Context: an optimization exercise on an open-source flow, tuned for small area. The choices shown serve that exercise and are no tape-out recipe. At most, simulation tests tie the RTL to the original design; equivalence was not proved. Only the layout flow was run in run 1; the RTL was not checked for function there. Power is estimated from default activity; no workload was simulated.

==> design.v <==
module smc_dbcodec (
    input  wire        clk,
    input  wire        rst,
    input  wire        in_valid,
    input  wire        in_gain,
    input  wire [63:0] in_db,
    output reg         out_valid,
    output reg  [15:0] out_word,
    output reg         out_nan
);
    wire        sgn  = in_db[63];
    wire [10:0] e    = in_db[62:52];
    wire [51:0] frac = in_db[51:0];
    wire f_lo   = |frac[37:0];
    wire f_mid  = |frac[45:38];
    wire is_nan = (&e) & (f_lo | f_mid | (|frac[51:46]));
    wire big    = e[10] & ((|e[9:3]) | (e[2] & e[1]));              
    wire ge1015 = e[10] | ((&e[9:4]) & (e[3] | (&e[2:0])));         
    wire in_rng = ge1015 & ~big;
    wire ge1026 = e[10] & (|e[9:1]);                                 
    wire [3:0]  rs = in_rng ? (4'd5 - e[3:0]) : 4'd15;
    wire [14:0] t0 = {1'b1, frac[51:38]};
    wire [14:0] n1, t2, n3, a;
    genvar k;
    generate
        for (k = 0; k < 15; k = k + 1) begin : g_sh
            if (k + 8 < 15) begin : s8
                assign n1[k] = ~((rs[3] | t0[k]) & (~rs[3] | t0[k+8]));
            end else begin : z8
                assign n1[k] = rs[3] | ~t0[k];
            end
            if (k + 4 < 15) begin : s4
                assign t2[k] = ~((rs[2] | n1[k]) & (~rs[2] | n1[k+4]));
            end else begin : z4
                assign t2[k] = ~rs[2] & ~n1[k];
            end
            if (k + 2 < 15) begin : s2
                assign n3[k] = ~((rs[1] | t2[k]) & (~rs[1] | t2[k+2]));
            end else begin : z2
                assign n3[k] = rs[1] | ~t2[k];
            end
            if (k + 1 < 15) begin : s1
                assign a[k] = ~((rs[0] | n3[k]) & (~rs[0] | n3[k+1]));
            end else begin : z1
                assign a[k] = ~rs[0] & ~n3[k];
            end
        end
    endgenerate
    wire [14:0] t1 = ~n1;
    wire [14:0] t3 = ~n3;
    wire sticky = f_lo | (rs[3] & f_mid) | (rs[2] & (|t1[3:0])) |
                  (rs[1] & (|t2[1:0])) | (rs[0] & t3[0]);
    wire [7:0] lo_p;            
    wire [7:0] lo_w;
    assign lo_w[0] = ~a[0] ^ sticky;
    assign lo_p[1] = ~(a[0] & sticky);
    generate
        for (k = 1; k < 8; k = k + 1) begin : g_lo
            assign lo_w[k] = ~a[k] ^ lo_p[k];
            if (k < 7) begin : g_p
                assign lo_p[k+1] = lo_p[k] & ~a[k];
            end
        end
    endgenerate
    wire c8 = lo_p[7] & ~a[7];
    wire [8:0] hi_p;
    wire [7:0] hi_w;
    assign hi_p[0] = in_gain ? ~a[7] : c8;
    generate
        for (k = 0; k < 7; k = k + 1) begin : g_hi
            assign hi_w[k] = ~a[8+k] ^ hi_p[k];
            assign hi_p[k+1] = hi_p[k] & ~a[8+k];
        end
    endgenerate
    assign hi_w[7] = ~hi_p[7];
    wire [2:0] pm = a[10:8];
    wire p_sat = (ge1026 & ~is_nan) | (&pm) | (pm[2] & pm[1] & a[7]);
    wire [2:0] p_inc = {pm[2] ^ (pm[1] & pm[0] & a[7]), pm[1] ^ (pm[0] & a[7]), pm[0] ^ a[7]};
    wire [2:0] p_v = p_sat ? 3'd6 : p_inc;
    wire [15:0] word;
    assign word[7:0]   = (sgn & ~in_gain) ? lo_w : 8'h00;
    assign word[10:8]  = sgn ? hi_w[2:0] : (in_gain ? p_v : 3'd0);
    assign word[14:11] = sgn ? hi_w[6:3] : 4'd0;
    assign word[15]    = sgn & (hi_w[7] | (big & ~is_nan));
    always @(posedge clk) begin
        out_valid <= in_valid & ~rst;
        out_nan   <= is_nan;
        out_word  <= word;
    end
endmodule
==> flow/run.sh <==
#!/bin/bash
# Own layout flow:
#  2. candidate netlists: the standard netlist's combinational logic mapped again with
#     area-oriented ABC scripts, and a structure-keeping synthesis of the design mapped with the
#     same scripts (its registers renamed after the standard ones, matched by the net they drive);
#     each candidate must be proven equivalent to the standard netlist, the smallest is kept;
#  3. the standard layout flow on that netlist, with the smallest buffer on the ports.
# Each tool writes its full output to its own log file here.
set -uo pipefail
WORK=$(pwd)
export FLOWDIR="$WORK/flow"
YOSYS="$FLOW_HOME/../tools/install/yosys/bin/yosys"
[[ -x "$YOSYS" ]] || YOSYS=yosys
export LIB="$FLOW_HOME/platforms/sky130hd/lib/sky130_fd_sc_hd__tt_025C_1v80.lib"
R="$WORK/orfs/results/$FLOW_PLATFORM/smc_dbcodec/base"

bash standard.sh synth > "$WORK/std_synth.log" 2>&1 || exit 1

C="$WORK/cand"
mkdir -p "$C"
cp "$R/1_2_yosys.v" "$C/std.v"
cd "$C"
for s in "$FLOWDIR"/scripts/*.abc; do
  n=$(basename "$s" .abc)
  ( OUT="$C/remap_$n.v" SCRIPT="$s" "$YOSYS" -c "$FLOWDIR/remap.tcl" > "$WORK/yosys_remap_$n.log" 2>&1 ) &
  ( OUT="$C/own_$n.raw.v" SCRIPT="$s" "$YOSYS" -c "$FLOWDIR/own.tcl" > "$WORK/yosys_own_$n.log" 2>&1 &&
    python3 "$FLOWDIR/rename_ff.py" "$C/std.v" "$C/own_$n.raw.v" "$C/own_$n.v" > "$WORK/rename_own_$n.log" 2>&1 &&
    cp "$C/own_$n.raw.v.stat" "$C/own_$n.v.stat" ) &
  while (( $(jobs -r | wc -l) >= ${NUM_CORES:-4} )); do sleep 1; done
done
wait

best=""; best_area=""
for v in "$C"/remap_*.v "$C"/own_*.v; do
  [[ "$v" == *.raw.v ]] && continue
  [[ -f "$v" && -f "$v.stat" ]] || continue
  n=$(basename "$v" .v)
  if grep -qE 'lpflow_|probe_p|probec_p' "$v"; then continue; fi
  if grep -qE '\\[^ ]*[/:]' "$v"; then continue; fi
  CAND="$v" "$YOSYS" -c "$FLOWDIR/equiv.tcl" > "$WORK/yosys_equiv_$n.log" 2>&1 || continue
  grep -q "SUCCESS" "$WORK/yosys_equiv_$n.log" || continue
  a=$(awk '/Chip area/ {print $NF}' "$v.stat")
  echo "$n $a" >> "$WORK/candidates.txt"
  if [[ -z "$best" ]] || awk "BEGIN{exit !($a < $best_area)}"; then best="$v"; best_area="$a"; fi
done
cd "$WORK"
echo "chosen: ${best:-standard} ${best_area}" >> "$WORK/candidates.txt"

if [[ -n "$best" ]]; then
  cp "$best" "$R/1_2_yosys.v"
  rm -f "$R/1_synth.odb" "$R/1_synth.sdc"
fi
bash standard.sh "BUFFER_PORTS_ARGS=-buffer_cell sky130_fd_sc_hd__buf_1" finish > "$WORK/std_layout.log" 2>&1
==> flow/common.tcl <==
# shared by remap.tcl and own.tcl: the don't-use cells and the final clean-up
set dont_use {}
set f [open $::env(LIB) r]
foreach {- name} [regexp -all -inline {cell\s*\(\s*"?(sky130_fd_sc_hd__(?:lpflow_\w+|probec?_p_8))"?\s*\)} [read $f]] {
  lappend dont_use -dont_use $name
}
close $f
proc finish_netlist {} {
  yosys opt_clean -purge
  yosys hilomap -singleton -hicell sky130_fd_sc_hd__conb_1 HI -locell sky130_fd_sc_hd__conb_1 LO
  yosys setundef -zero
  yosys splitnets
  yosys opt_clean -purge
  yosys insbuf -buf sky130_fd_sc_hd__buf_1 A X
  yosys read_liberty -lib $::env(LIB)
  yosys tee -o $::env(OUT).stat stat -liberty $::env(LIB)
  yosys check -assert
  yosys write_verilog -noattr -nohex -nodec $::env(OUT)
}
==> flow/equiv.tcl <==
# the candidate netlist against the standard one: all registers are fed from the inputs only,
# so two cycles from a zero state cover every reachable behaviour
yosys read_liberty -ignore_miss_func $::env(LIB)
yosys read_verilog std.v
yosys rename $::env(FLOW_TOP) gold
yosys read_verilog $::env(CAND)
yosys rename $::env(FLOW_TOP) gate
yosys hierarchy -check
yosys flatten
yosys opt_clean
yosys miter -equiv -flatten -make_outputs gold gate miter
yosys hierarchy -top miter
yosys sat -verify -seq 2 -prove trigger 0 -set-init-zero miter
==> flow/own.tcl <==
# synthesis of the design that keeps its structure for ABC (no abc -fast inside synth)
source $::env(FLOWDIR)/common.tcl
yosys read_verilog -sv $::env(FLOW_DESIGN)
yosys hierarchy -check -top $::env(FLOW_TOP)
yosys synth -flatten -nofsm -noshare -noabc -top $::env(FLOW_TOP)
yosys opt -purge
yosys dfflibmap -liberty $::env(LIB) {*}$dont_use
yosys opt
yosys abc -script $::env(SCRIPT) -liberty $::env(LIB) {*}$dont_use
finish_netlist
==> flow/remap.tcl <==
# map again the combinational logic of the standard netlist (registers kept as they are)
source $::env(FLOWDIR)/common.tcl
yosys read_liberty -ignore_miss_func $::env(LIB)
yosys blackbox sky130_fd_sc_hd__dfxtp_1
yosys read_verilog std.v
yosys hierarchy -top $::env(FLOW_TOP)
yosys flatten
yosys opt_clean -purge
yosys abc -script $::env(SCRIPT) -liberty $::env(LIB) {*}$dont_use
finish_netlist
==> flow/rename_ff.py <==
#!/usr/bin/env python3
"""rename_ff.py STD CAND OUT: give each flip-flop in CAND the instance name of the flip-flop in
STD whose Q pin drives the same net; fail unless the two sets of flip-flops then match one to one
with the same cell types."""
import re, sys

FF = re.compile(r'^(\s*)(sky130_fd_sc_hd__(?:df|sdf|edf)\w+)\s+(\S+)\s*\((.*?)\);', re.M | re.S)


def flops(text):
    out = {}
    for m in FF.finditer(text):
        q = re.search(r'\.Q\(\s*(.*?)\s*\)', m.group(4))
        if not q:
            sys.exit('flip-flop without Q: ' + m.group(3))
        out[q.group(1)] = (m.group(2), m.group(3))
    return out


std = open(sys.argv[1]).read()
cand = open(sys.argv[2]).read()
fs, fc = flops(std), flops(cand)
if set(fs) != set(fc):
    sys.exit('flip-flop Q nets differ')
for q in fs:
    if fs[q][0] != fc[q][0]:
        sys.exit('cell type differs for ' + q)


def sub(m):
    q = re.search(r'\.Q\(\s*(.*?)\s*\)', m.group(4)).group(1)
    return f'{m.group(1)}{m.group(2)} {fs[q][1]} ({m.group(4)});'


new = FF.sub(sub, cand)
names = sorted(n for _, n in flops(new).values())
if names != sorted(n for _, n in fs.values()):
    sys.exit('names differ after renaming')
open(sys.argv[3], 'w').write(new)
==> flow/scripts/s1.abc <==
strash
&get -n
&deepsyn -T 30
&put
dch
amap
==> flow/scripts/s2.abc <==
strash
dch
amap
mfs2 -a
strash
dch
amap
==> flow/scripts/s3.abc <==
strash
dch
amap
==> flow/scripts/s4.abc <==
strash
dch
fraig_store
&get -n
&deepsyn -T 30
&put
dch
fraig_store
fraig_restore
amap
==> standard.sh <==
#!/bin/bash
# synth_recipe.tcl (not shown) runs the flow's synth.tcl, then flattens the netlist and writes it again
# the make line also repeats each setting of config.mk as NAME=value (left out here)
make -C /OpenROAD-flow-scripts/flow DESIGN_CONFIG=/design/flow/config.mk WORK_HOME=/design/flow/orfs CLKGATE_MAP_FILE= SYNTH_SCRIPT=/design/flow/synth_recipe.tcl "${@:-finish}"
==> config.mk <==
export PLATFORM = sky130hd
export DESIGN_NAME = smc_dbcodec
export DESIGN_NICKNAME = smc_dbcodec
export VERILOG_FILES = /design/flow/design.v
export SDC_FILE = /design/flow/constraint.sdc
export NUM_CORES = 4
export LEC_CHECK = 0
export ABC_AREA = 1
export CAP_MARGIN = 20
export CORE_MARGIN = 2
export CORE_UTILIZATION = 40
export CTS_BUF_LIST = sky130_fd_sc_hd__clkbuf_4
export CTS_CLUSTER_DIAMETER = 200
export CTS_CLUSTER_SIZE = 30
export SLEW_MARGIN = 20
==> constraint.sdc <==
create_clock -name core_clock -period 8.0 [get_ports {clk}]
set_input_delay 1.6000 -clock core_clock [delete_from_list [all_inputs] [get_ports {clk}]]
set_output_delay 1.6000 -clock core_clock [all_outputs]
set_load 0.01 [all_outputs]
==> results of run 1 <==
-- worst paths after layout --
kind                  start  slack (ns)           end
setup / recovery  in_db[53]        1.46  out_word[14]
hold / removal          rst        1.45     out_valid
-- power breakdown --
group          switching, uW  total (uW)  internal [uW]
logic                   22.2        37.9           15.7
clock network           25.7        43.2           17.5
registers              0.671        93.6           92.9
-- flip-flops by register name (all words and copies together) (netlist names) --
register / count
out_nan: 1
out_valid: 1
out_word: 16
-- stage by stage --
step | power, uW | util | hold slack (ns)
CTS | 176 | 0.548 | 1.45
detailed placement | 133 | 0.540 | 1.76
global route | 187 | 0.548 | 1.47
finish | 175 | 0.548 | 1.45
global placement | 134 | 0.540 | 1.76
floorplan | 113 | - | 1.67
-- layer usage --
| metal | global-route usage | up-vias |
|---|---|---|
| li1 | - | 907 |
| met1 | 0.257 | 726 |
| met2 | 0.385 | 50 |
| met3 | 0.0498 | 4 |
| met4 | 0.0571 | 0 |
| met5 | 0 | - |
-- layout make-up --
| cell class | instances | share of cell area |
|---|---|---|
| Multi-Input combinational cell | 155 | 0.503 |
| Sequential cell | 18 | 0.217 |
| Timing Repair Buffer | 85 | 0.192 |
| Inverter | 18 | 0.0408 |
| Tap cell | 44 | 0.0332 |
| Clock buffer | 3 | 0.0136 |
-- cell usage in the layout, fill, tap and decap left out --
| master | count |
|---|---|
| a21boi_0 | 1 |
| nor3_1 | 10 |
| and3_1 | 1 |
| clkinv_1 | 18 |
| buf_1 | 85 |
| clkbuf_4 | 3 |
| a221oi_1 | 1 |
| a22oi_1 | 3 |
| a31oi_1 | 1 |
| or4_1 | 2 |
| nand2_1 | 16 |
| nor4_1 | 11 |
| nand4_1 | 3 |
| a41oi_1 | 1 |
| nor2_1 | 36 |
| a21oi_1 | 17 |
| nand3b_1 | 1 |
| nand3_1 | 1 |
| dfxtp_1 | 18 |
| o31ai_1 | 2 |
| a32oi_1 | 1 |
| o32a_1 | 1 |
| o21ai_0 | 12 |
| o211ai_1 | 3 |
| and2_0 | 2 |
| a211oi_1 | 2 |
| o22ai_1 | 19 |
| nor2b_1 | 2 |
| a22o_1 | 1 |
| o22a_1 | 5 |
==> impl_summary.log, run 1 <==
INFO  metric grt_usage = 0.216
INFO  metric final-seq-area = between 300 and 400 sq um
INFO  metric numCtsBuffers = 3
INFO  metric via_count = 1,687
INFO  metric post_drt_wl_per_cell = approximately 11 um
INFO  metric setup.worst_path.end_class = flip-flop
INFO  metric route.detailed.vias_per_inst = roughly 5.2
INFO  metric outcome = complete, no violations
INFO  metric initial_cell_density_of_the_core = 0.417
INFO  metric min-delay-path-class = in -> reg
INFO  metric cts-resized-gates = 0
INFO  metric path_clk_slew = about 0.09 ns
INFO  metric cts_root_buffer = clkbuf_4
INFO  metric place_hpwl = 3080 um
INFO  metric critical_path_buf_inv_count = 4
INFO  metric global_route_wire_length_before_repair = 6080 um
INFO  metric cpPeakStageDelay = 0.52 ns
INFO  metric io_pins = 86
INFO  metric crit_top_cell = nor2_1
INFO  metric power.density_cell_area = 105 nW/um^2
INFO  metric critical-path-top-delay-family = simple AND/OR/NAND/NOR gates
INFO  metric synth_cells = 191
INFO  metric post_cts_hold_buffer_count = 0
INFO  metric fmax = ~0.15 GHz
INFO  metric clockBufferDepth = 2
INFO  metric htreeDepth = 1
INFO  metric totalNegativeSetupSlack = 0 ns
INFO  metric grt_antenna_before_repair = 0
INFO  metric finalWeightedCongestion = roughly 0.92
INFO  metric synthesis_warnings = 1
INFO  metric antenna_violating_nets_post_route = 0
INFO  metric routed-wl-met2 = about 1800 um
INFO  metric postPlaceCellArea = 1640 sq um
INFO  metric drt-total-wl = around 3600 um
INFO  metric finalCriticalPeriod = between 6 and 7 ns
INFO  metric timing.critical_path.depth = 28
INFO  metric post-route-drc-count = 0
INFO  metric die_outline_area = about 3600 sq um
INFO  metric floorplan.die.width = approximately 60 um
INFO  metric syn2layout_area_growth = 31.4%
INFO  metric place_worst_setup_slack = ~1.2 ns
INFO  metric maxSlewHeadroom = 0.534
INFO  metric cts_tree = yes
INFO  metric cts_setup_buffers = 0
INFO  metric wl_met3 = between 150 and 200 um
INFO  metric rsz0062_at_grt = false
INFO  metric fraction_of_layout_instances_using_a_drive_strength_above_1 = 0.0108
INFO  metric core_region_area = 3030 sq um
INFO  metric finalWorstSetupSlack = ~1.5 ns
INFO  metric cell_count_post_placement = 320
INFO  metric fin_cells = 323
INFO  metric cp.arrival = roughly 6.7 ns
INFO  metric wl_met1 = 1540 um
INFO  metric row_count = 20
INFO  metric net_count_after_synthesis = 259
INFO  metric final_max_slew_viol_count = 0
INFO  metric cpMaxStageDelayCell = a21oi_1
INFO  metric drt_pre_antenna_iters = 4
INFO  metric multiInputGateArea = roughly 830 sq um
INFO  metric nNetsFinal = 349
INFO  metric maxCapViolations = 0
INFO  metric power.static_leakage = about 0.00050 uW
INFO  metric highest-signal-layer = met4
INFO  metric design_area = between 1500 and 2000 sq um
INFO  metric grt_pass1_vias = between 1,500 and 2,000
INFO  metric globalRouteOverflowTotal = 0
INFO  metric timing.final.crit_share = 0.817
INFO  metric syn-mean-instance-area = about 6.6 sq um
INFO  metric worstSetupStartpointType = input port
INFO  metric whs_path_depth = 2
INFO  metric post_synth_instance_area = between 1000 and 1500 sq um
INFO  metric cts.sink_count = 18
INFO  metric cp.required = ~8.2 ns
INFO  metric nFillCells = roughly 320
INFO  metric antenna_cells = 0
INFO  metric hold_viol = 0
INFO  metric critical_path.max_fanout = 10
INFO  metric port_buffers = between 80 and 90
INFO  metric cp_class = in -> reg
INFO  metric first_iter_violations = 70
INFO  metric report.final.setup_viol = 0
INFO  metric timing_worst_slew_pin_value = roughly 0.70 ns
INFO  metric grt_max_degree = 19
INFO  metric peakVddDrop = ~0.074 mV
INFO  metric dieHeight = between 60 and 70 um
==> inputs of run 2 (changes only) <==
--- a/design.v
+++ b/design.v
@@ -20,40 +20,17 @@
     wire ge1026 = e[10] & (|e[9:1]);                                 
     wire [3:0]  rs = in_rng ? (4'd5 - e[3:0]) : 4'd15;
     wire [14:0] t0 = {1'b1, frac[51:38]};
-    wire [14:0] n1, t2, n3, a;
-    genvar k;
-    generate
-        for (k = 0; k < 15; k = k + 1) begin : g_sh
-            if (k + 8 < 15) begin : s8
-                assign n1[k] = ~((rs[3] | t0[k]) & (~rs[3] | t0[k+8]));
-            end else begin : z8
-                assign n1[k] = rs[3] | ~t0[k];
-            end
-            if (k + 4 < 15) begin : s4
-                assign t2[k] = ~((rs[2] | n1[k]) & (~rs[2] | n1[k+4]));
-            end else begin : z4
-                assign t2[k] = ~rs[2] & ~n1[k];
-            end
-            if (k + 2 < 15) begin : s2
-                assign n3[k] = ~((rs[1] | t2[k]) & (~rs[1] | t2[k+2]));
-            end else begin : z2
-                assign n3[k] = rs[1] | ~t2[k];
-            end
-            if (k + 1 < 15) begin : s1
-                assign a[k] = ~((rs[0] | n3[k]) & (~rs[0] | n3[k+1]));
-            end else begin : z1
-                assign a[k] = ~rs[0] & ~n3[k];
-            end
-        end
-    endgenerate
-    wire [14:0] t1 = ~n1;
-    wire [14:0] t3 = ~n3;
+    wire [14:0] t1 = rs[3] ? {8'b0, t0[14:8]} : t0;
+    wire [14:0] t2 = rs[2] ? {4'b0, t1[14:4]} : t1;
+    wire [14:0] t3 = rs[1] ? {2'b0, t2[14:2]} : t2;
+    wire [14:0] a  = rs[0] ? {1'b0, t3[14:1]} : t3;
     wire sticky = f_lo | (rs[3] & f_mid) | (rs[2] & (|t1[3:0])) |
                   (rs[1] & (|t2[1:0])) | (rs[0] & t3[0]);
     wire [7:0] lo_p;            
     wire [7:0] lo_w;
     assign lo_w[0] = ~a[0] ^ sticky;
     assign lo_p[1] = ~(a[0] & sticky);
+    genvar k;
     generate
         for (k = 1; k < 8; k = k + 1) begin : g_lo
             assign lo_w[k] = ~a[k] ^ lo_p[k];
--- a/flow/run.sh
+++ b/flow/run.sh
@@ -50,4 +50,4 @@
   cp "$best" "$R/1_2_yosys.v"
   rm -f "$R/1_synth.odb" "$R/1_synth.sdc"
 fi
-bash standard.sh "BUFFER_PORTS_ARGS=-buffer_cell sky130_fd_sc_hd__buf_1" finish > "$WORK/std_layout.log" 2>&1
+bash standard.sh "BUFFER_PORTS_ARGS=-buffer_cell sky130_fd_sc_hd__buf_1" "CTS_ARGS=-buf_list sky130_fd_sc_hd__clkbuf_8 -root_buf sky130_fd_sc_hd__clkbuf_8 -sink_clustering_enable -sink_clustering_size 30 -sink_clustering_max_diameter 500 -repair_clock_nets" finish > "$WORK/std_layout.log" 2>&1
==> flow/scripts/s2.abc (replaced) <==
strash
&get -n
&deepsyn -T 30 -S 1
&put
dch
amap
==> flow/scripts/s3.abc (replaced) <==
strash
&get -n
&deepsyn -T 30 -S 2
&put
dch
amap
==> flow/scripts/s4.abc (replaced) <==
strash
&get -n
&deepsyn -T 30 -S 3
&put
dch
amap
==> flow/scripts/s5.abc (new file) <==
strash
dch
amap
mfs2 -a
strash
dch
amap
==> flow/scripts/s6.abc (new file) <==
strash
dch
fraig_store
&get -n
&deepsyn -T 30
&put
dch
fraig_store
fraig_restore
amap
==> impl_summary.log, run 2 <==
INFO  metric timing.final.crit_share = 0.890 (was 0.817)
INFO  metric regMostFlops = out_word (unchanged)
INFO  metric path_clk_slew = 0.06 ns (was 0.09 ns)
INFO  metric drt_pre_antenna_iters = 4 (unchanged)
INFO  metric grt_pass1_vias = 1,368 (was 1,525)
INFO  metric setup.worst_path.end_class = flip-flop (unchanged)
INFO  metric nNetsFinal = 338 (was 349)
INFO  metric fraction_of_layout_instances_using_a_drive_strength_above_1 = 0.0149 (was 0.0108)
INFO  metric hold_viol = 0 (unchanged)
INFO  metric nFillCells = 318 (was 323)
INFO  metric power.static_leakage = 0.000507 uW (was 0.000501 uW)
INFO  metric antenna_violating_nets_post_route = 0 (unchanged)
INFO  metric via_count = 1,681 (was 1,687)
INFO  metric outcome = complete, no violations (unchanged)
INFO  metric hold-worst-slack = 1.51 ns (was 1.45 ns)
INFO  metric maxSlewHeadroom = 0.388 (was 0.534)
INFO  metric cts_tree = yes (unchanged)
INFO  metric peakVddDrop = 0.0482 mV (was 0.0739 mV)
INFO  metric global_route.usage.met3 = 0.0152 (was 0.0498)
INFO  metric cts_setup_buffers = 0 (unchanged)
INFO  metric post_synth_instance_area = 1240 sq um (was 1260 sq um)
INFO  metric initial_cell_density_of_the_core = 0.413 (was 0.417)
INFO  metric finalWeightedCongestion = 0.877 (was 0.917)
INFO  metric cts.sink_count = 18 (unchanged)
INFO  metric syn2layout_area_growth = 33.5% (was 31.4%)
INFO  metric htreeDepth = 1 (unchanged)
INFO  metric io_pins = 86 (unchanged)
INFO  metric globalRouteOverflowTotal = 0 (unchanged)
INFO  metric synth_cells = 180 (was 191)
INFO  metric cpPeakStageDelay = 0.66 ns (was 0.52 ns)
INFO  metric crit_top_cell = nor2_1 (unchanged)
INFO  metric grt_max_degree = 16 (was 19)
INFO  metric cp_class = in -> reg (unchanged)
INFO  metric die_outline_area = 3560 sq um (was 3620 sq um)
INFO  metric power.density_cell_area = 123 nW/um^2 (was 105 nW/um^2)
INFO  metric floorplan.die.width = 59.7 um (was 60.2 um)
INFO  metric antenna_cells = 0 (unchanged)
INFO  metric worstSetupStartpointType = input port (unchanged)
INFO  metric post-route-util = 0.552 (was 0.548)
INFO  metric report.final.setup_viol = 0 (unchanged)
INFO  metric grt_antenna_before_repair = 0 (unchanged)
INFO  metric critical-path-top-delay-family = simple AND/OR/NAND/NOR gates (unchanged)
INFO  metric route.detailed.vias_per_inst = 5.57 (was 5.22)
INFO  metric net_count_after_synthesis = 248 (was 259)
INFO  metric global_route_wire_length_before_repair = 5690 um (was 6080 um)
INFO  metric post-route-drc-count = 0 (unchanged)
INFO  metric row_count = 20 (unchanged)
INFO  metric finalCriticalPeriod = 7.12 ns (was 6.54 ns)
INFO  metric post_drt_wl_per_cell = 11.5 um (was 11.1 um)
INFO  metric rsz0062_at_grt = false (unchanged)
INFO  metric critical_path_buf_inv_count = 8 (was 4)
INFO  metric place_hpwl = 2950 um (was 3080 um)
INFO  metric post_cts_hold_buffer_count = 0 (unchanged)
INFO  metric clockBufferDepth = 2 (unchanged)
INFO  metric cp.required = 8.18 ns (was 8.19 ns)
INFO  metric final_cell_mix = 85 x buf_1, 31 x nor2_1, 28 x o22ai_1, 21 x clkinv_1, 18 x dfxtp_1 (was 85 x buf_1, 36 x nor2_1, 19 x o22ai_1, 18 x clkinv_1, 18 x dfxtp_1)
INFO  metric cp-startpoint = in_db[53] (unchanged)
INFO  metric first_iter_violations = 103 (was 70)
INFO  metric dieHeight = 59.7 um (was 60.2 um)
INFO  metric fmax = 0.141 GHz (was 0.153 GHz)
INFO  metric maxCapViolations = 0 (unchanged)
INFO  metric min-delay-path-class = in -> reg (unchanged)
INFO  metric cp.arrival = 7.29 ns (was 6.72 ns)
INFO  metric cts-resized-gates = 0 (unchanged)
INFO  metric holdCritStartpoint = rst (unchanged)
INFO  metric timing_worst_slew_pin_value = 0.915 ns (was 0.696 ns)
INFO  metric final_max_slew_viol_count = 0 (unchanged)
INFO  metric critical_path.max_fanout = 12 (was 10)
INFO  metric syn-mean-instance-area = 6.90 sq um (was 6.60 sq um)
INFO  metric cpMaxStageDelayCell = a21oi_1 (unchanged)
INFO  metric numCtsBuffers = 3 (unchanged)
INFO  metric gr-usage-met2 = 0.325 (was 0.385)
INFO  metric drt-total-wl = 3470 um (was 3570 um)
INFO  metric global_route.peak_usage_layer = met2 (unchanged)
INFO  metric totalNegativeSetupSlack = 0 ns (unchanged)
INFO  metric grt_usage = 0.201 (was 0.216)
INFO  metric port_buffers = 85 (unchanged)
INFO  metric largest_registers_ranked_by_flip_flop_count = out_word (16), out_nan (1), out_valid (1) (unchanged)
INFO  metric cts_root_buffer = clkbuf_8 (was clkbuf_4)
INFO  metric core_region_area = 3000 sq um (was 3030 sq um)
INFO  metric layout_commonest_cell = buf_1 (unchanged)
INFO  metric synthesis_warnings = 1 (unchanged)
INFO  metric grt.met1_usage = 0.281 (was 0.257)
INFO  metric largest_reg_flops = 16 (unchanged)
[run 2: cell types whose count changed in the layout (fill, tap and decap cells not counted), sizes merged, moves of 2 or more]
cell	before	now
a21oi	17	6
o22ai	19	28
a211oi	2	7
nand2	16	11
nor2	36	31
a32o	0	3
clkinv	18	21
nor3	10	7
o22a	5	2
a22oi	3	1
a31oi	1	3
and2	2	0
o211ai	3	1
o31ai	2	0
[run 2: power by group]
| group | internal, uW | switching, uW |
|---|---|---|
| Combinational | 15.8 | 22.5 |
| Sequential | 93.1 | 0.714 |
| Clock | 43.6 | 27.4 |
[run 2: cell type report]
type	count	area [sq um]	area share
Tap cell	33	41.3	0.0249
Sequential cell	18	360	0.218
Timing Repair Buffer	85	319	0.193
Clock buffer	4	55.1	0.0332
Multi-Input combinational cell	141	802	0.484
Inverter	21	78.8	0.0476
[run 2: worst paths after layout]
kind	endpoint	slack, ns	depth (start not counted)
max	out_word[14]	0.88	34
min	out_valid	1.51	2
[run 2: metrics by stage]
stage                     cells  setup slack (ns)  power (uW)  cell area [sq um]
after floorplan             180              1.79         114               1240
after global placement      298             0.780         134               1600
after detailed placement    298             0.686         134               1600
after CTS                   302             0.944         205               1660
after global routing        302            0.0653         216               1660
final                       302             0.883         203               1660
[run 2: per-layer routing]
layer  share of wire  vias up  wire length [um]
li1                -      885                 -
met1            0.48      744              1660
met2            0.48       52              1670
met3           0.041        0               141
met4               0        0                 0
met5               0        -                 0
==> inputs of run 3 (changes only) <==
--- a/flow/run.sh
+++ b/flow/run.sh
@@ -50,4 +50,4 @@
   cp "$best" "$R/1_2_yosys.v"
   rm -f "$R/1_synth.odb" "$R/1_synth.sdc"
 fi
-bash standard.sh "BUFFER_PORTS_ARGS=-buffer_cell sky130_fd_sc_hd__buf_1" "CTS_ARGS=-buf_list sky130_fd_sc_hd__clkbuf_8 -root_buf sky130_fd_sc_hd__clkbuf_8 -sink_clustering_enable -sink_clustering_size 30 -sink_clustering_max_diameter 500 -repair_clock_nets" finish > "$WORK/std_layout.log" 2>&1
+bash standard.sh "BUFFER_PORTS_ARGS=-buffer_cell sky130_fd_sc_hd__buf_1" "CTS_ARGS=-buf_list sky130_fd_sc_hd__clkbuf_8 -root_buf sky130_fd_sc_hd__clkbuf_8 -repair_clock_nets" finish > "$WORK/std_layout.log" 2>&1
==> impl_summary.log, run 3 <==
INFO  metric clockBufferDepth = 2 (unchanged)
INFO  metric drt-total-wl = 3470 um (unchanged)
INFO  metric design_area = 1660 sq um (unchanged)
INFO  metric first_iter_violations = 103 (unchanged)
INFO  metric switchingPower = 50.6 uW (unchanged)
INFO  metric postPlaceCellArea = 1600 sq um (unchanged)
INFO  metric final_max_slew_viol_count = 0 (unchanged)
INFO  metric nFillCells = 318 (unchanged)
INFO  metric grt_antenna_before_repair = 0 (unchanged)
INFO  metric htreeDepth = 1 (unchanged)
INFO  metric die_outline_area = 3560 sq um (unchanged)
INFO  metric critical_path.max_fanout = 12 (unchanged)
INFO  metric final_cell_mix = 85 x buf_1, 31 x nor2_1, 28 x o22ai_1, 21 x clkinv_1, 18 x dfxtp_1 (unchanged)
INFO  metric post_drt_wl_per_cell = 11.5 um (unchanged)
INFO  metric grt_pass1_vias = 1,368 (unchanged)
INFO  metric power_frac_comb = 0.188 (about the same)
INFO  metric antenna_violating_nets_post_route = 0 (unchanged)
INFO  metric post-route-util = 0.552 (unchanged)
INFO  metric route.detailed.vias_per_inst = 5.57 (unchanged)
INFO  metric timing_worst_slew_pin_value = 0.915 ns (unchanged)
INFO  metric numCtsBuffers = 3 (unchanged)
INFO  metric largest_registers_ranked_by_flip_flop_count = out_word (16), out_nan (1), out_valid (1) (unchanged)
INFO  metric peakVddDrop = 0.0482 mV (unchanged)
INFO  metric cp_class = in -> reg (unchanged)
INFO  metric nNetsFinal = 338 (unchanged)
INFO  metric holdCritStartpoint = rst (unchanged)
INFO  metric cts_tree = yes (unchanged)
INFO  metric post_synth_instance_area = 1240 sq um (unchanged)
INFO  metric cts.sink_count = 18 (unchanged)
INFO  metric post-route-drc-count = 0 (unchanged)
INFO  metric place_hpwl = 2950 um (unchanged)
INFO  metric cpPeakStageDelay = 0.66 ns (about the same)
INFO  metric largest_reg_flops = 16 (unchanged)
INFO  metric cts-resized-gates = 0 (unchanged)
INFO  metric port_buffers = 85 (unchanged)
INFO  metric net_count_after_synthesis = 248 (unchanged)
INFO  metric global_route_wire_length_before_repair = 5690 um (unchanged)
INFO  metric post_cts_hold_buffer_count = 0 (unchanged)
INFO  metric maxCapViolations = 0 (unchanged)
INFO  metric finalCriticalPeriod = 7.12 ns (unchanged)
INFO  metric floorplan.die.width = 59.7 um (unchanged)
INFO  metric maxSlewHeadroom = 0.388 (unchanged)
INFO  metric rsz0062_at_grt = false (unchanged)
INFO  metric syn2layout_area_growth = 33.5% (unchanged)
INFO  metric whs_path_depth = 2 (unchanged)
INFO  metric cp.arrival = 7.29 ns (about the same)
INFO  metric setup.worst_path.end_class = flip-flop (unchanged)
INFO  metric fraction_of_layout_instances_using_a_drive_strength_above_1 = 0.0149 (unchanged)
INFO  metric initial_cell_density_of_the_core = 0.413 (unchanged)
INFO  metric outcome = complete, no violations (unchanged)
INFO  metric cts_setup_buffers = 0 (unchanged)
INFO  metric cell_count_post_placement = 298 (unchanged)
INFO  metric clock_power_share = 0.350 (about the same)
INFO  metric core_region_area = 3000 sq um (unchanged)
INFO  metric grt_max_degree = 16 (unchanged)
INFO  metric power.sequential.fraction = 0.462 (about the same)
INFO  metric fmax = 0.141 GHz (unchanged)
INFO  metric fin_cells = 302 (unchanged)
INFO  metric power.switching_fraction = 0.249 (unchanged)
INFO  metric cpMaxStageDelayCell = a21oi_1 (unchanged)
INFO  metric cts_root_buffer = clkbuf_8 (unchanged)
INFO  metric synth_cells = 180 (unchanged)
INFO  metric drt_pre_antenna_iters = 4 (unchanged)
INFO  metric layout_commonest_cell = buf_1 (unchanged)
INFO  metric dieHeight = 59.7 um (unchanged)
INFO  metric row_count = 20 (unchanged)
INFO  metric report.final.setup_viol = 0 (unchanged)
INFO  metric antenna_cells = 0 (unchanged)
INFO  metric grt_usage = 0.201 (unchanged)
INFO  metric totalNegativeSetupSlack = 0 ns (unchanged)
INFO  metric crit_top_cell = nor2_1 (unchanged)
INFO  metric finalWeightedCongestion = 0.877 (unchanged)
INFO  metric min-delay-path-class = in -> reg (unchanged)
INFO  metric whs_endpoint = out_valid (unchanged)
INFO  metric report.power.total = 203 uW (unchanged)
INFO  metric p_int = 153 uW (unchanged)
INFO  metric worstSetupStartpointType = input port (unchanged)
INFO  metric regMostFlops = out_word (unchanged)
INFO  metric via_count = 1,681 (unchanged)
INFO  metric timing.final.crit_share = 0.890 (unchanged)
INFO  metric synthesis_warnings = 1 (unchanged)
INFO  metric io_pins = 86 (unchanged)
INFO  metric cp.required = 8.18 ns (about the same)
INFO  metric hold_viol = 0 (unchanged)
INFO  metric power.density_cell_area = 123 nW/um^2 (unchanged)
INFO  metric path_clk_slew = 0.06 ns (about the same)
INFO  metric syn-mean-instance-area = 6.90 sq um (unchanged)
INFO  metric globalRouteOverflowTotal = 0 (unchanged)
INFO  metric power.static_leakage = 0.000507 uW (unchanged)
==> run 3: cell counts in the layout (fill, tap and decap cells not counted) <==
Identical to the previous run, type by type.
==> run 3: layer usage <==
layer,global-route usage,up-vias,part of all wire
li1,-,885,-
met1,0.281,744,0.48
met2,0.325,52,0.48
met3,0.0152,0,0.041
met4,0.0667,0,0
met5,0,-,0
==> run 3: stage by stage <==
stage / hold slack (ns) / setup slack [ns]
after floorplan: 1.67 / 1.79
after detailed placement: 1.77 / 0.686
after CTS: 1.51 / 0.944
after global placement: 1.76 / 0.780
final: 1.51 / 0.883
after global routing: 1.53 / 0.0653
==> run 3: worst max path at each step <==
| stage | depth (start not counted) | start | end | slack (ns) |
|---|---|---|---|---|
| after global placement | 33 | in_db[53] | out_word[14] | 0.78 |
| final | 34 | in_db[53] | out_word[14] | 0.88 |
| after floorplan | 34 | in_db[60] | out_word[13] | 1.79 |
| after detailed placement | 34 | in_db[53] | out_word[14] | 0.69 |
| after global routing | 34 | in_db[53] | out_word[14] | 0.07 |
| after CTS | 34 | in_db[53] | out_word[14] | 0.94 |
==> run 3: layout make-up <==
cell class / instances / area [sq um] / area share
sequential: 18 / 360 / 0.218
multi-input combinational: 141 / 802 / 0.484
inverter: 21 / 78.8 / 0.0476
clock buffer: 4 / 55.1 / 0.0332
timing repair buffer: 85 / 319 / 0.193
tap: 33 / 41.3 / 0.0249
==> run 3: worst max-delay path: cells and delay by family <==
family | cells | cell delay [ns]
buf+inv | 8 | 1.25
compound gates | 7 | 1.72
simple gates | 19 | 2.72
==> run 3: power by group through the flow <==
stage	logic, uW	registers, uW	clock network (uW)
after floorplan	15.9	97.9	0
after global placement	37.7	95.9	0
after detailed placement	38.1	95.9	0
after CTS	38.2	93.9	73.2
after global routing	43.6	94.2	77.8
final	38.3	93.8	71.0
==> inputs of run 4 (changes only) <==
--- a/flow/run.sh
+++ b/flow/run.sh
@@ -50,4 +50,4 @@
   cp "$best" "$R/1_2_yosys.v"
   rm -f "$R/1_synth.odb" "$R/1_synth.sdc"
 fi
-bash standard.sh "BUFFER_PORTS_ARGS=-buffer_cell sky130_fd_sc_hd__buf_1" "CTS_ARGS=-buf_list sky130_fd_sc_hd__clkbuf_8 -root_buf sky130_fd_sc_hd__clkbuf_8 -repair_clock_nets" finish > "$WORK/std_layout.log" 2>&1
+bash standard.sh "BUFFER_PORTS_ARGS=-buffer_cell sky130_fd_sc_hd__buf_1" finish > "$WORK/std_layout.log" 2>&1
==> impl_summary.log, run 4 <==
INFO  metric route.detailed.vias_per_inst = 5.59 (was 5.57)
INFO  metric via_count = 1,689 (was 1,681)
INFO  metric numCtsBuffers = 3 (unchanged)
INFO  metric fmax = 0.141 GHz (about the same)
INFO  metric drt_pre_antenna_iters = 4 (unchanged)
INFO  metric floorplan.die.width = 59.7 um (unchanged)
INFO  metric outcome = complete, no violations (unchanged)
INFO  metric globalRouteOverflowTotal = 0 (unchanged)
INFO  metric worstSetupStartpointType = input port (unchanged)
INFO  metric antenna_violating_nets_post_route = 0 (unchanged)
INFO  metric min-delay-path-class = in -> reg (unchanged)
INFO  metric cpMaxStageDelayCell = a21oi_1 (unchanged)
INFO  metric final_max_slew_viol_count = 0 (unchanged)
INFO  metric cts-resized-gates = 0 (unchanged)
INFO  metric net_count_after_synthesis = 248 (unchanged)
INFO  metric holdCritStartpoint = rst (unchanged)
INFO  metric power.density_cell_area = 108 nW/um^2 (was 123 nW/um^2)
INFO  metric drt-total-wl = 3470 um (about the same)
INFO  metric maxCapViolations = 0 (unchanged)
INFO  metric maxSlewHeadroom = 0.385 (was 0.388)
INFO  metric timing_worst_slew_pin_value = 0.920 ns (was 0.915 ns)
INFO  metric dieHeight = 59.7 um (unchanged)
INFO  metric die_outline_area = 3560 sq um (unchanged)
INFO  metric cts_setup_buffers = 0 (unchanged)
INFO  metric post_cts_hold_buffer_count = 0 (unchanged)
INFO  metric path_clk_slew = 0.09 ns (was 0.06 ns)
INFO  metric report.final.setup_viol = 0 (unchanged)
INFO  metric cp_class = in -> reg (unchanged)
INFO  metric clockBufferDepth = 2 (unchanged)
INFO  metric largest_registers_ranked_by_flip_flop_count = out_word (16), out_nan (1), out_valid (1) (unchanged)
INFO  metric grt_antenna_before_repair = 0 (unchanged)
INFO  metric cp.arrival = 7.32 ns (was 7.29 ns)
INFO  metric syn-mean-instance-area = 6.90 sq um (unchanged)
INFO  metric core_region_area = 3000 sq um (unchanged)
INFO  metric finalWeightedCongestion = 0.877 (unchanged)
INFO  metric cts_tree = yes (unchanged)
INFO  metric regMostFlops = out_word (unchanged)
INFO  metric hold_viol = 0 (unchanged)
INFO  metric post_synth_instance_area = 1240 sq um (unchanged)
INFO  metric cp-startpoint = in_db[53] (unchanged)
INFO  metric grt_pass1_vias = 1,371 (was 1,368)
INFO  metric timing.final.crit_share = 0.888 (was 0.890)
INFO  metric cpPeakStageDelay = 0.66 ns (about the same)
INFO  metric totalNegativeSetupSlack = 0 ns (unchanged)
INFO  metric first_iter_violations = 74 (was 103)
INFO  metric synth_cells = 180 (unchanged)
INFO  metric rsz0062_at_grt = false (unchanged)
INFO  metric largest_reg_flops = 16 (unchanged)
INFO  metric power.static_leakage = 0.000494 uW (was 0.000507 uW)
INFO  metric whs_path_depth = 2 (unchanged)
INFO  metric initial_cell_density_of_the_core = 0.413 (unchanged)
INFO  metric grt_usage = 0.200 (was 0.201)
INFO  metric whs_endpoint = out_valid (unchanged)
INFO  metric syn2layout_area_growth = 31.1% (was 33.5%)
INFO  metric htreeDepth = 1 (unchanged)
INFO  metric grt_max_degree = 16 (unchanged)
INFO  metric port_buffers = 85 (unchanged)
INFO  metric layout_commonest_cell = buf_1 (unchanged)
INFO  metric cp.required = 8.22 ns (was 8.18 ns)
INFO  metric post-route-util = 0.542 (was 0.552)
INFO  metric final_cell_mix = 85 x buf_1, 31 x nor2_1, 28 x o22ai_1, 22 x clkinv_1, 18 x dfxtp_1 (was 85 x buf_1, 31 x nor2_1, 28 x o22ai_1, 21 x clkinv_1, 18 x dfxtp_1)
INFO  metric peakVddDrop = 0.0374 mV (was 0.0482 mV)
INFO  metric antenna_cells = 0 (unchanged)
INFO  metric post-route-drc-count = 0 (unchanged)
INFO  metric cts_root_buffer = clkbuf_4 (was clkbuf_8)
INFO  metric setup.worst_path.end_class = flip-flop (unchanged)
INFO  metric fraction_of_layout_instances_using_a_drive_strength_above_1 = 0.0112 (was 0.0149)
INFO  metric row_count = 20 (unchanged)
INFO  metric io_pins = 86 (unchanged)
INFO  metric crit_top_cell = nor2_1 (unchanged)
INFO  metric critical_path.max_fanout = 12 (unchanged)
INFO  metric finalCriticalPeriod = 7.11 ns (was 7.12 ns)
INFO  metric post_drt_wl_per_cell = 11.5 um (about the same)
INFO  metric place_hpwl = 2950 um (unchanged)
INFO  metric synthesis_warnings = 1 (unchanged)
INFO  metric cts.sink_count = 18 (unchanged)
INFO  metric nNetsFinal = 338 (unchanged)
INFO  metric global_route_wire_length_before_repair = 5690 um (unchanged)
INFO  metric nFillCells = 319 (was 318)
==> run 4: worst max-delay path by stage <==
stage / cells past startpoint / end / slack, ns
3_5_place_dp: 34 / out_word[14] / 0.69
3_3_place_gp: 33 / out_word[14] / 0.78
6_report: 34 / out_word[14] / 0.89
4_1_cts: 34 / out_word[14] / 0.99
5_1_grt: 34 / out_word[14] / 0.12
2_1_floorplan: 34 / out_word[13] / 1.79
==> run 4: metrics by stage <==
step | total power [uW] | std cells | area [sq um] | setup slack [ns] | hold WS, ns
after floorplan | 114 | 180 | 1240 | 1.79 | 1.67
after global placement | 134 | 298 | 1600 | 0.780 | 1.76
after detailed placement | 134 | 298 | 1600 | 0.686 | 1.77
after CTS | 178 | 302 | 1630 | 0.988 | 1.45
after global routing | 190 | 302 | 1630 | 0.118 | 1.46
final | 175 | 302 | 1630 | 0.893 | 1.46
==> run 4: layer usage <==
metal  vias up  part of all wire  wire, um  GRT usage
met4         0            0.0049        17     0.0571
met5         -                 0         0          0
li1        885                 -         -          -
met2        57              0.47      1650      0.325
met3         2             0.050       172     0.0152
met1       745              0.47      1630      0.282
==> run 4: layout make-up <==
type	count	area, sq um	share of cell area
multi-input cells	141	802	0.493
flip-flops and latches	18	360	0.221
repair buffers	85	319	0.196
inverters	21	78.8	0.0484
well taps	33	41.3	0.0254
clock buffers	3	22.5	0.0138
clock inverters	1	3.75	0.00231
==> run 4: where the power goes <==
| part | switching, uW | leakage (uW) | internal [uW] |
|---|---|---|---|
| sequential | 0.714 | 0.000147 | 93.0 |
| combinational | 22.5 | 0.000331 | 15.8 |
| clock | 25.3 | 0.0000154 | 18.1 |
| total | 48.5 | 0.000494 | 127 |
==> run 4: critical path, delay by kind of cell <==
| kind | cells | cell delay, ns |
|---|---|---|
| AO/OA/AOI/OAI | 7 | 1.72 |
| buffers and inverters | 8 | 1.26 |
| AND/OR/NAND/NOR | 19 | 2.72 |
==> inputs of run 5 (changes only) <==
--- a/flow/run.sh
+++ b/flow/run.sh
@@ -50,4 +50,4 @@
   cp "$best" "$R/1_2_yosys.v"
   rm -f "$R/1_synth.odb" "$R/1_synth.sdc"
 fi
-bash standard.sh "BUFFER_PORTS_ARGS=-buffer_cell sky130_fd_sc_hd__buf_1" finish > "$WORK/std_layout.log" 2>&1
+bash standard.sh "BUFFER_PORTS_ARGS=-buffer_cell sky130_fd_sc_hd__buf_1" "CTS_ARGS=-buf_list sky130_fd_sc_hd__clkbuf_4 -root_buf sky130_fd_sc_hd__clkbuf_4 -distance_between_buffers 1000 -branching_point_buffers_distance 1000 -repair_clock_nets" finish > "$WORK/std_layout.log" 2>&1
==> impl_summary.log, run 5 <==
INFO  metric outcome = complete, no violations (unchanged)
INFO  metric initial_cell_density_of_the_core = 0.413 (unchanged)
INFO  metric largest_reg_flops = 16 (unchanged)
INFO  metric syn2layout_area_growth = 31.1% (unchanged)
INFO  metric die_outline_area = 3560 sq um (unchanged)
INFO  metric cts-resized-gates = 0 (unchanged)
INFO  metric rsz0062_at_grt = false (unchanged)
INFO  metric cts.sink_count = 18 (unchanged)
INFO  metric antenna_violating_nets_post_route = 0 (unchanged)
INFO  metric power.static_leakage = 0.000494 uW (unchanged)
INFO  metric hold_viol = 0 (unchanged)
INFO  metric row_count = 20 (unchanged)
INFO  metric via_count = 1,689 (unchanged)
INFO  metric dieHeight = 59.7 um (unchanged)
INFO  metric cts_root_buffer = clkbuf_4 (unchanged)
INFO  metric cp_class = in -> reg (unchanged)
INFO  metric net_count_after_synthesis = 248 (unchanged)
INFO  metric grt_antenna_before_repair = 0 (unchanged)
INFO  metric post_cts_hold_buffer_count = 0 (unchanged)
INFO  metric maxCapViolations = 0 (unchanged)
INFO  metric fmax = 0.141 GHz (unchanged)
INFO  metric worstSetupStartpointType = input port (unchanged)
INFO  metric post-route-util = 0.542 (unchanged)
INFO  metric finalWeightedCongestion = 0.877 (unchanged)
INFO  metric floorplan.die.width = 59.7 um (unchanged)
INFO  metric clockBufferDepth = 2 (unchanged)
INFO  metric regMostFlops = out_word (unchanged)
INFO  metric totalNegativeSetupSlack = 0 ns (unchanged)
INFO  metric synth_cells = 180 (unchanged)
INFO  metric post_synth_instance_area = 1240 sq um (unchanged)
INFO  metric cpPeakStageDelay = 0.66 ns (about the same)
INFO  metric timing_worst_slew_pin_value = 0.920 ns (unchanged)
INFO  metric globalRouteOverflowTotal = 0 (unchanged)
INFO  metric grt_max_degree = 16 (unchanged)
INFO  metric route.detailed.vias_per_inst = 5.59 (unchanged)
INFO  metric grt_pass1_vias = 1,371 (unchanged)
INFO  metric cp-startpoint = in_db[53] (unchanged)
INFO  metric core_region_area = 3000 sq um (unchanged)
INFO  metric timing.final.crit_share = 0.888 (unchanged)
INFO  metric critical_path.max_fanout = 12 (unchanged)
INFO  metric min-delay-path-class = in -> reg (unchanged)
INFO  metric final_cell_mix = 85 x buf_1, 31 x nor2_1, 28 x o22ai_1, 22 x clkinv_1, 18 x dfxtp_1 (unchanged)
INFO  metric cpMaxStageDelayCell = a21oi_1 (unchanged)
INFO  metric drt_pre_antenna_iters = 4 (unchanged)
INFO  metric setup.worst_path.end_class = flip-flop (unchanged)
INFO  metric layout_commonest_cell = buf_1 (unchanged)
INFO  metric cp.arrival = 7.32 ns (about the same)
INFO  metric power.density_cell_area = 108 nW/um^2 (unchanged)
INFO  metric crit_top_cell = nor2_1 (unchanged)
INFO  metric cts_setup_buffers = 0 (unchanged)
INFO  metric report.final.setup_viol = 0 (unchanged)
INFO  metric syn-mean-instance-area = 6.90 sq um (unchanged)
INFO  metric drt-total-wl = 3470 um (unchanged)
INFO  metric largest_registers_ranked_by_flip_flop_count = out_word (16), out_nan (1), out_valid (1) (unchanged)
INFO  metric maxSlewHeadroom = 0.385 (unchanged)
INFO  metric cp.required = 8.22 ns (about the same)
INFO  metric io_pins = 86 (unchanged)
INFO  metric post_drt_wl_per_cell = 11.5 um (unchanged)
INFO  metric post-route-drc-count = 0 (unchanged)
INFO  metric final_max_slew_viol_count = 0 (unchanged)
INFO  metric grt_usage = 0.200 (unchanged)
INFO  metric port_buffers = 85 (unchanged)
INFO  metric peakVddDrop = 0.0374 mV (unchanged)
INFO  metric numCtsBuffers = 3 (unchanged)
INFO  metric place_hpwl = 2950 um (unchanged)
INFO  metric timing.critical_path.to = out_word[14] (unchanged)
INFO  metric synthesis_warnings = 1 (unchanged)
INFO  metric htreeDepth = 1 (unchanged)
INFO  metric global_route_wire_length_before_repair = 5690 um (unchanged)
INFO  metric nNetsFinal = 338 (unchanged)
INFO  metric antenna_cells = 0 (unchanged)
INFO  metric fraction_of_layout_instances_using_a_drive_strength_above_1 = 0.0112 (unchanged)
INFO  metric cts_tree = yes (unchanged)
INFO  metric finalCriticalPeriod = 7.11 ns (unchanged)
INFO  metric nFillCells = 319 (unchanged)
INFO  metric first_iter_violations = 74 (unchanged)
INFO  metric path_clk_slew = 0.09 ns (about the same)
==> run 5: routing by layer <==
metal / global-route usage / vias to the layer above / part of all wire
met2: 0.325 / 57 / 0.47
met5: 0 / - / 0
li1: - / 885 / -
met1: 0.282 / 745 / 0.47
met4: 0.0571 / 0 / 0.0049
met3: 0.0152 / 2 / 0.050
==> run 5: how the worst min path moves through the flow <==
stage / startpoint / end / slack, ns / depth (start not counted)
floorplan: rst / out_valid / 1.67 / 1
detailed placement: rst / out_valid / 1.77 / 2
CTS: rst / out_valid / 1.45 / 2
finish: rst / out_valid / 1.46 / 2
global route: rst / out_valid / 1.46 / 2
global placement: rst / out_valid / 1.76 / 2
==> run 5: cell type report <==
type	instances	area [sq um]	area share
clock buffers	3	22.5	0.0138
repair buffers	85	319	0.196
multi-input cells	141	802	0.493
flip-flops and latches	18	360	0.221
clock inverters	1	3.75	0.00231
well taps	33	41.3	0.0254
inverters	21	78.8	0.0484
==> run 5: power by group <==
part,internal [uW],switching (uW),leakage (uW)
registers,93.0,0.714,0.000147
logic,15.8,22.5,0.000331
clock network,18.1,25.3,0.0000154
==> run 5: worst max-delay path: cells and delay by family <==
| kind | cells | cell delay [ns] |
|---|---|---|
| and+or+nand+nor | 19 | 2.72 |
| AOI/OAI and AO/OA | 7 | 1.72 |
| buffers and inverters | 8 | 1.26 |
==> run 5: metrics by stage <==
step,power [uW],std cells,hold WS (ns),instance area (sq um),worst slack (ns)
6_report,175,302,1.46,1630,0.893
5_1_grt,190,302,1.46,1630,0.118
4_1_cts,178,302,1.45,1630,0.988
3_5_place_dp,134,298,1.77,1600,0.686
3_3_place_gp,134,298,1.76,1600,0.780
2_1_floorplan,114,180,1.67,1240,1.79
==> inputs of run 6 (changes only) <==
--- a/flow/run.sh
+++ b/flow/run.sh
@@ -50,4 +50,4 @@
   cp "$best" "$R/1_2_yosys.v"
   rm -f "$R/1_synth.odb" "$R/1_synth.sdc"
 fi
-bash standard.sh "BUFFER_PORTS_ARGS=-buffer_cell sky130_fd_sc_hd__buf_1" "CTS_ARGS=-buf_list sky130_fd_sc_hd__clkbuf_4 -root_buf sky130_fd_sc_hd__clkbuf_4 -distance_between_buffers 1000 -branching_point_buffers_distance 1000 -repair_clock_nets" finish > "$WORK/std_layout.log" 2>&1
+bash standard.sh "BUFFER_PORTS_ARGS=-buffer_cell sky130_fd_sc_hd__buf_1" "CTS_ARGS=-buf_list sky130_fd_sc_hd__clkbuf_4 -root_buf sky130_fd_sc_hd__clkbuf_4 -sink_clustering_enable -sink_clustering_size 30 -sink_clustering_max_diameter 500 -sink_clustering_levels 1 -repair_clock_nets" finish > "$WORK/std_layout.log" 2>&1
==> impl_summary.log, run 6 <==
INFO  metric die_outline_area = 3560 sq um (unchanged)
INFO  metric cts.sink_count = 18 (unchanged)
INFO  metric syn-mean-instance-area = 6.90 sq um (unchanged)
INFO  metric htreeDepth = 1 (unchanged)
INFO  metric power.static_leakage = 0.000494 uW (unchanged)
INFO  metric critical-path-top-delay-family = simple AND/OR/NAND/NOR gates (unchanged)
INFO  metric route.detailed.vias_per_inst = 5.59 (unchanged)
INFO  metric maxSlewHeadroom = 0.385 (unchanged)
INFO  metric min-delay-path-class = in -> reg (unchanged)
INFO  metric critical_path.max_fanout = 12 (unchanged)
INFO  metric timing.final.crit_share = 0.888 (unchanged)
INFO  metric post_cts_hold_buffer_count = 0 (unchanged)
INFO  metric largest_reg_flops = 16 (unchanged)
INFO  metric maxCapViolations = 0 (unchanged)
INFO  metric path_clk_slew = 0.09 ns (about the same)
INFO  metric global_route_wire_length_before_repair = 5690 um (unchanged)
INFO  metric drt_pre_antenna_iters = 4 (unchanged)
INFO  metric cp.required = 8.22 ns (about the same)
INFO  metric highest-signal-layer = met4 (unchanged)
INFO  metric report.final.setup_viol = 0 (unchanged)
INFO  metric fraction_of_layout_instances_using_a_drive_strength_above_1 = 0.0112 (unchanged)
INFO  metric power.density_cell_area = 108 nW/um^2 (unchanged)
INFO  metric totalNegativeSetupSlack = 0 ns (unchanged)
INFO  metric floorplan.die.width = 59.7 um (unchanged)
INFO  metric peakVddDrop = 0.0374 mV (unchanged)
INFO  metric via_count = 1,689 (unchanged)
INFO  metric post_synth_instance_area = 1240 sq um (unchanged)
INFO  metric grt_max_degree = 16 (unchanged)
INFO  metric worstSetupStartpointType = input port (unchanged)
INFO  metric cpMaxStageDelayCell = a21oi_1 (unchanged)
INFO  metric post-route-drc-count = 0 (unchanged)
INFO  metric final_cell_mix = 85 x buf_1, 31 x nor2_1, 28 x o22ai_1, 22 x clkinv_1, 18 x dfxtp_1 (unchanged)
INFO  metric holdCritStartpoint = rst (unchanged)
INFO  metric wl_met1 = 1630 um (unchanged)
INFO  metric fmax = 0.141 GHz (unchanged)
INFO  metric antenna_violating_nets_post_route = 0 (unchanged)
INFO  metric grt_usage = 0.200 (unchanged)
INFO  metric outcome = complete, no violations (unchanged)
INFO  metric globalRouteOverflowTotal = 0 (unchanged)
INFO  metric port_buffers = 85 (unchanged)
INFO  metric crit_top_cell = nor2_1 (unchanged)
INFO  metric regMostFlops = out_word (unchanged)
INFO  metric finalWeightedCongestion = 0.877 (unchanged)
INFO  metric synthesis_warnings = 1 (unchanged)
INFO  metric first_iter_violations = 74 (unchanged)
INFO  metric nNetsFinal = 338 (unchanged)
INFO  metric cts_root_buffer = clkbuf_4 (unchanged)
INFO  metric routed-wl-met2 = 1650 um (unchanged)
INFO  metric numCtsBuffers = 3 (unchanged)
INFO  metric initial_cell_density_of_the_core = 0.413 (unchanged)
INFO  metric cts-resized-gates = 0 (unchanged)
INFO  metric core_region_area = 3000 sq um (unchanged)
INFO  metric cts_tree = yes (unchanged)
INFO  metric net_count_after_synthesis = 248 (unchanged)
INFO  metric final_max_slew_viol_count = 0 (unchanged)
INFO  metric hold_viol = 0 (unchanged)
INFO  metric place_hpwl = 2950 um (unchanged)
INFO  metric antenna_cells = 0 (unchanged)
INFO  metric grt_antenna_before_repair = 0 (unchanged)
INFO  metric whs_path_depth = 2 (unchanged)
INFO  metric rsz0062_at_grt = false (unchanged)
INFO  metric grt_pass1_vias = 1,371 (unchanged)
INFO  metric report.power.total = 175 uW (unchanged)
INFO  metric post_drt_wl_per_cell = 11.5 um (unchanged)
INFO  metric setup.worst_path.end_class = flip-flop (unchanged)
INFO  metric cell_count_post_placement = 298 (unchanged)
INFO  metric cp.arrival = 7.32 ns (about the same)
INFO  metric wl_met3 = 172 um (unchanged)
INFO  metric fin_cells = 302 (unchanged)
INFO  metric critical_path_buf_inv_count = 8 (unchanged)
INFO  metric row_count = 20 (unchanged)
INFO  metric syn2layout_area_growth = 31.1% (unchanged)
INFO  metric io_pins = 86 (unchanged)
INFO  metric cts_setup_buffers = 0 (unchanged)
INFO  metric whs_endpoint = out_valid (unchanged)
INFO  metric cpPeakStageDelay = 0.66 ns (about the same)
INFO  metric dieHeight = 59.7 um (unchanged)
INFO  metric cp_class = in -> reg (unchanged)
INFO  metric finalCriticalPeriod = 7.11 ns (unchanged)
INFO  metric largest_registers_ranked_by_flip_flop_count = out_word (16), out_nan (1), out_valid (1) (unchanged)
INFO  metric clockBufferDepth = 2 (unchanged)
INFO  metric timing_worst_slew_pin_value = 0.920 ns (unchanged)
INFO  metric layout_commonest_cell = buf_1 (unchanged)
INFO  metric drt-total-wl = 3470 um (unchanged)
INFO  metric synth_cells = 180 (unchanged)
==> run 6: layout make-up <==
class                      instances  area (sq um)
multi-input combinational        141           802
clock inverter                     1          3.75
clock buffer                       3          22.5
timing repair buffer              85           319
inverter                          21          78.8
sequential                        18           360
tap                               33          41.3
fill                             319          1380
==> run 6: how the worst max path moves through the flow <==
stage	start	end	slack [ns]	cells past startpoint
6_report	in_db[53]	out_word[14]	0.89	34
5_1_grt	in_db[53]	out_word[14]	0.12	34
4_1_cts	in_db[53]	out_word[14]	0.99	34
3_5_place_dp	in_db[53]	out_word[14]	0.69	34
3_3_place_gp	in_db[53]	out_word[14]	0.78	33
2_1_floorplan	in_db[60]	out_word[13]	1.79	34
==> run 6: metrics by stage <==
stage | setup WS [ns] | instance area (sq um) | hold slack, ns | utilization
floorplan | 1.79 | 1240 | 1.67 | -
global placement | 0.780 | 1600 | 1.76 | 0.533
detailed placement | 0.686 | 1600 | 1.77 | 0.533
CTS | 0.988 | 1630 | 1.45 | 0.542
global route | 0.118 | 1630 | 1.46 | 0.542
finish | 0.893 | 1630 | 1.46 | 0.542
==> run 6: per-layer routing <==
layer  vias up  global-route usage
met5         -                   0
met4         0              0.0571
met3         2              0.0152
met2        57               0.325
met1       745               0.282
li1        885                   -
==> run 6: power by group <==
group	leakage (uW)	internal [uW]	switching (uW)
Combinational	0.000331	15.8	22.5
Clock	0.0000154	18.1	25.3
Sequential	0.000147	93.0	0.714
Total	0.000494	127	48.5

re-timing with driven ports:
In the flow no input, the clock included, has a driving cell. The finished layouts below were timed again as built, in two steps. Step 1, drivers: a clkbuf_16 drives clk and a buf_2 each remaining input, both assumed. Step 2 adds t to the input delays and takes it off the output delays; t is the mean of the earliest and latest rising clock arrival at the registers after step 1. Input paths then give back, and output paths get back, about the clock's delay inside the block. Slacks: no drivers / after step 1 / after step 2; pairs: no drivers / after step 1.
| run | t (ns) | slack for setup (ns) | slew at the worst register clock pin (ns) |
|---|---|---|---|
| run 1 | 0.309 | 1.462 / 1.461 / 1.152 | 0.09 / 0.09 |
| run 2 | 0.268 | 0.883 / 0.885 / 0.618 | 0.06 / 0.06 |
| run 3 | 0.268 | 0.883 / 0.885 / 0.618 | 0.06 / 0.06 |
| run 4 | 0.301 | 0.893 / 0.891 / 0.589 | 0.09 / 0.09 |
| run 5 | 0.301 | 0.893 / 0.891 / 0.589 | 0.09 / 0.09 |
| run 6 | 0.301 | 0.893 / 0.891 / 0.589 | 0.09 / 0.09 |
After both steps setup and hold are still met in every run listed. The setup slack of run 1, which loses most, moves by -0.001 ns with the drivers and by -0.310 ns with both steps.
